From an optimization exercise on the open Yosys and OpenROAD flow, aimed at small area; shortcuts taken in it are not production practice. The RTL was checked by simulation tests, not by an equivalence proof against the original design.

== P ==
// bisecur_codec
module bisecur_codec (
    input  wire         clk,
    input  wire         rst,
    input  wire [31:0]  te_short,
    input  wire [31:0]  te_delta,
    input  wire         op_valid,
    input  wire [7:0]   op_code,
    input  wire         op_level,
    input  wire [31:0]  op_dur,
    input  wire         op_en,
    input  wire         op_src,
    input  wire         op_key_valid,
    input  wire         op_rep_valid,
    input  wire [15:0]  op_bit_count,
    input  wire [31:0]  op_repeat,
    input  wire [175:0] op_key,
    output reg          rsp_valid,
    output reg  [2:0]   rsp_status,
    output reg          rsp_sym_valid,
    output reg          rsp_sym_level,
    output reg  [31:0]  rsp_sym_dur,
    output wire         pkt_ready,
    output wire         rx_full,
    output wire [175:0] pkt_key,
    output wire [7:0]   pkt_calc,
    output wire         pkt_known,
    output wire         pkt_ok,
    output wire         pkt_valid
);
export LEC_CHECK = 0
export CAP_MARGIN = 20
export CORE_MARGIN = 2
export CORE_UTILIZATION = 40
export SLEW_MARGIN = 20
create_clock -name core_clock -period 14.0 [get_ports {clk}]
standard.sh (not shown) runs the stock make flow with config.mk's settings and CLKGATE_MAP_FILE= SYNTH_SCRIPT=/design/flow/synth_recipe.tcl, a recipe that flattens the netlist after the stock synthesis.
==> flow/flow/run.sh <==
#!/bin/bash
# Layout flow: the standard synthesis (standard.sh synth, unchanged), then
# the combinational logic of its netlist re-mapped for area by ABC (registers
# and full-adder cells kept as they are, same names and cell types), then the
# standard ORFS layout (standard.sh finish) on that netlist, with:
#  - every input and output port buffered with buf_1;
#  - clock tree synthesis without dummy loads, built from clkbuf_4 with
#    sink clusters of up to 8 flip-flops.
# Logs in this folder: flow_synth.log (standard synthesis), flow_resyn.log
# (the re-mapping, Yosys and ABC), flow_make.log (the rest of the layout);
# each ORFS step also keeps its own log under orfs/logs/.
set -euo pipefail
HERE=$PWD
F=$HERE/flow
R=$HERE/orfs/results/$FLOW_PLATFORM/bisecur_codec/base
LIB=$FLOW_HOME/platforms/$FLOW_PLATFORM/lib/sky130_fd_sc_hd__tt_025C_1v80.lib
YOSYS=$FLOW_HOME/../tools/install/yosys/bin/yosys
export BUFFER_PORTS_ARGS="-buffer_cell sky130_fd_sc_hd__buf_1"
export CTS_ARGS="-sink_clustering_enable -repair_clock_nets -sink_clustering_size 8 -sink_clustering_max_diameter 50 -dont_use_dummy_load -buf_list sky130_fd_sc_hd__clkbuf_4"

bash standard.sh synth > flow_synth.log 2>&1
cp $R/1_2_yosys.v $HERE/std_synth.v
sed -e "s#@LIB@#$LIB#g" -e "s#@IN@#$HERE/std_synth.v#" -e "s#@TOP@#$FLOW_TOP#" \
    -e "s#@DONTUSE@#$(cat $F/dont_use.txt)#" -e "s#@ABC@#$F/abc.script#" \
    -e "s#@STAT@#$HERE/resyn_stat.txt#" -e "s#@OUT@#$HERE/resyn.v#" $F/resyn.ys.in > $HERE/resyn.ys
$YOSYS -s $HERE/resyn.ys > flow_resyn.log 2>&1
cp $HERE/resyn.v $R/1_2_yosys.v
rm -f $R/1_synth.odb $R/1_synth.sdc
bash standard.sh finish > flow_make.log 2>&1
Other scripts of this flow, unchanged in this note and not shown: flow/flow/abc.script, flow/flow/dont_use.txt, flow/flow/resyn.ys.in
Changes in Q relative to P:
--- a/flow/design.v
+++ b/flow/design.v
@@ -49,35 +49,24 @@
             c0 = 1'b0;
             c1 = 1'b1;
             for (k = 16; k < 32; k = k + 1) begin
                 s0[k-16] = a[k] ^ b[k] ^ c0;
                 c0 = (a[k] & b[k]) | (a[k] & c0) | (b[k] & c0);
                 s1[k-16] = a[k] ^ b[k] ^ c1;
                 c1 = (a[k] & b[k]) | (a[k] & c1) | (b[k] & c1);
             end
             add32[31:16] = c ? s1 : s0;
             add32[32] = c ? c1 : c0;
         end
     endfunction
-    function [31:0] add3;
-        input [31:0] a, b, d;
-        reg [31:0] ps, pc;
-        reg [32:0] r;
-        begin
-            ps = a ^ b ^ d;
-            pc = (a & b) | (a & d) | (b & d);
-            r = add32(ps, {pc[30:0], 1'b0}, 1'b0);
-            add3 = r[31:0];
-        end
-    endfunction
     function [31:0] dec32;
         input [31:0] a;
         integer k;
         reg b;
         begin
             b = 1'b1;
             for (k = 0; k < 32; k = k + 1) begin
                 dec32[k] = a[k] ^ b;
                 b = b & ~a[k];
             end
         end
     endfunction
@@ -116,28 +105,31 @@
     reg         e_cur;      
     wire op_dreset = (op_code == 8'h30);
     wire op_feed   = (op_code == 8'h31);
     wire op_setcb  = (op_code == 8'h32);
     wire op_parse  = (op_code == 8'h42);
     wire op_ser    = (op_code == 8'h43);
     wire op_load   = (op_code == 8'h50);
     wire op_yield  = (op_code == 8'h51);
     wire op_stop   = (op_code == 8'h52);
     wire op_legal  = op_dreset | op_feed | op_setcb | op_parse | op_ser |
                      op_load | op_yield | op_stop;
     wire [31:0] te_long = {te_short[30:0], 1'b0};
+    wire [31:0] te_4    = {te_short[29:0], 2'b00};
     wire [31:0] n_mark  = {te_short[28:0], 3'b000};
-    reg s1, s2, s8, sf;      
-    wire [31:0] x_base = ({32{s1}} & te_short) | ({32{s2}} & te_long) | ({32{s8}} & n_mark);
-    wire [31:0] x_nom  = add3(x_base, {32{sf}} & te_short, {32{sf}} & {1'b0, te_short[31:1]});
+    reg s1, s2, s4, s8, sf;      
+    wire [31:0] x_base = ({32{s1}} & te_short) | ({32{s2}} & te_long) |
+                         ({32{s4}} & te_4) | ({32{s8}} & n_mark);
+    wire [32:0] x_s    = add32(x_base, {32{sf}} & ~{1'b0, te_short[31:1]}, sf & ~te_short[0]);
+    wire [31:0] x_nom  = x_s[31:0];
     wire [32:0] d_hi = add32(op_dur, te_delta, 1'b0);      
     wire [32:0] d_lo = add32(op_dur, ~te_delta, 1'b1);     
     wire m_short = (d_hi[32] | lt32(te_short, d_hi[31:0])) & (~d_lo[32] | lt32(d_lo[31:0], te_short));
     wire m_long  = (d_hi[32] | lt32(te_long,  d_hi[31:0])) & (~d_lo[32] | lt32(d_lo[31:0], te_long));
     wire m_x     = (d_hi[32] | lt32(x_nom,    d_hi[31:0])) & (~d_lo[32] | lt32(d_lo[31:0], x_nom));
     wire cx160 = pbuf[108] ^ pbuf[92];
     wire cx161 = pbuf[118] ^ pbuf[113];
     wire cx162 = pbuf[107] ^ pbuf[91];
     wire cx163 = pbuf[109] ^ pbuf[106];
     wire cx164 = pbuf[116] ^ pbuf[110];
     wire cx165 = pbuf[115] ^ pbuf[105];
     wire cx166 = pbuf[119] ^ cx161;
@@ -684,36 +676,39 @@
     wire e_h0     = (e_cnt[5:0] == 6'd0);
     wire e_h41    = e_cnt[5] & e_cnt[3] & ~e_cnt[2] & ~e_cnt[1] & e_cnt[0];
     wire e_hsync  = e_cnt[5] & e_cnt[3] & (e_cnt[2] | e_cnt[1]);
     wire e_h45    = e_cnt[5] & e_cnt[3] & e_cnt[2] & e_cnt[0];
     wire e_close  = e_cnt[7] & e_cnt[5] & e_cnt[4];
     wire e_same   = ~e_sub & (e_cur == e_prev);
     wire e_run    = eactive & (erep != 32'd0);
     wire e_level  = e_hdr ? e_cnt[0] : (e_sub ? e_cur : ~e_prev);
     always @* begin
         if (op_code[6]) begin
             if (e_hdr) begin
                 s1 = ~e_h0 & ~e_h41 & ~e_hsync;
-                s2 = e_hsync;
+                s2 = e_hsync | e_h0;
+                s4 = 1'b0;
                 s8 = e_h41;
                 sf = e_h0;
             end else begin
                 s1 = ~e_close & (e_sub | e_same);
-                s2 = e_close | ~(e_sub | e_same);
+                s2 = ~e_close & ~(e_sub | e_same);
+                s4 = e_close;
                 s8 = 1'b0;
                 sf = e_close;
             end
         end else begin
             s1 = 1'b0;
-            s2 = d_state[2];
+            s2 = ~d_state[2] & ~(d_state == S_PAS);
+            s4 = d_state[2];
             s8 = (d_state == S_PAS);
             sf = ~(d_state == S_PAS);
         end
     end
     wire d175     = dcnt[7] & dcnt[5] & dcnt[3] & dcnt[2] & dcnt[1] & dcnt[0];
     wire k_short  = lz_s | (lz_175 & lz_x);
     wire k_any    = k_short | lz_l;
     always @* begin
         d_state = dstate;
         d_app   = 1'b0;
         if (lz_feed) begin
             case (dstate)
Notes after the runs:
Between P and Q, the flow reports clock buffer count increasing by a few percent. Diff P -> Q | utilization after layout | increase of 0.42 points. Final critical-path required period was higher in P than in Q. Comparing Q and P, the higher slew at the pin closest to its max-slew limit was measured on Q. On total global routing track utilization, Q and P are basically level. In the metrics for Q and P, the one carrying the higher non-clock buffer count is Q. In the flow results for Q and P, the number of ordinary inverters in the final layout is larger on P.

## what the ideal ports hide
The flow's constraints put no driver on any port. The routed layouts listed below were extracted and timed again, unchanged, in two steps. Step 1 sets driving cells, clkbuf_16 on the clock port and buf_2 on the other inputs (assumed; they add their load-dependent delay and slew). Step 2 also shifts input and output timing later by t, the mid clock arrival at the registers, as if the neighbouring blocks saw the same clock. a / b / c = ideal ports / drivers / drivers and shift; a / b = the first two.
| run | t (ns) | setup WS [ns] | worst slew at a driven data input, ns |
|---|---|---|---|
| P | 0.948 | 0.387 / 0.426 / -0.522 | 0.14 |
| Q | 0.933 | 0.496 / 0.541 / -0.392 | 0.15 |
Met with ideal ports but missed after step 2: setup timing in P and Q. The setup slack of P, which loses most, moves by +0.039 ns with the drivers and by -0.909 ns with both steps.
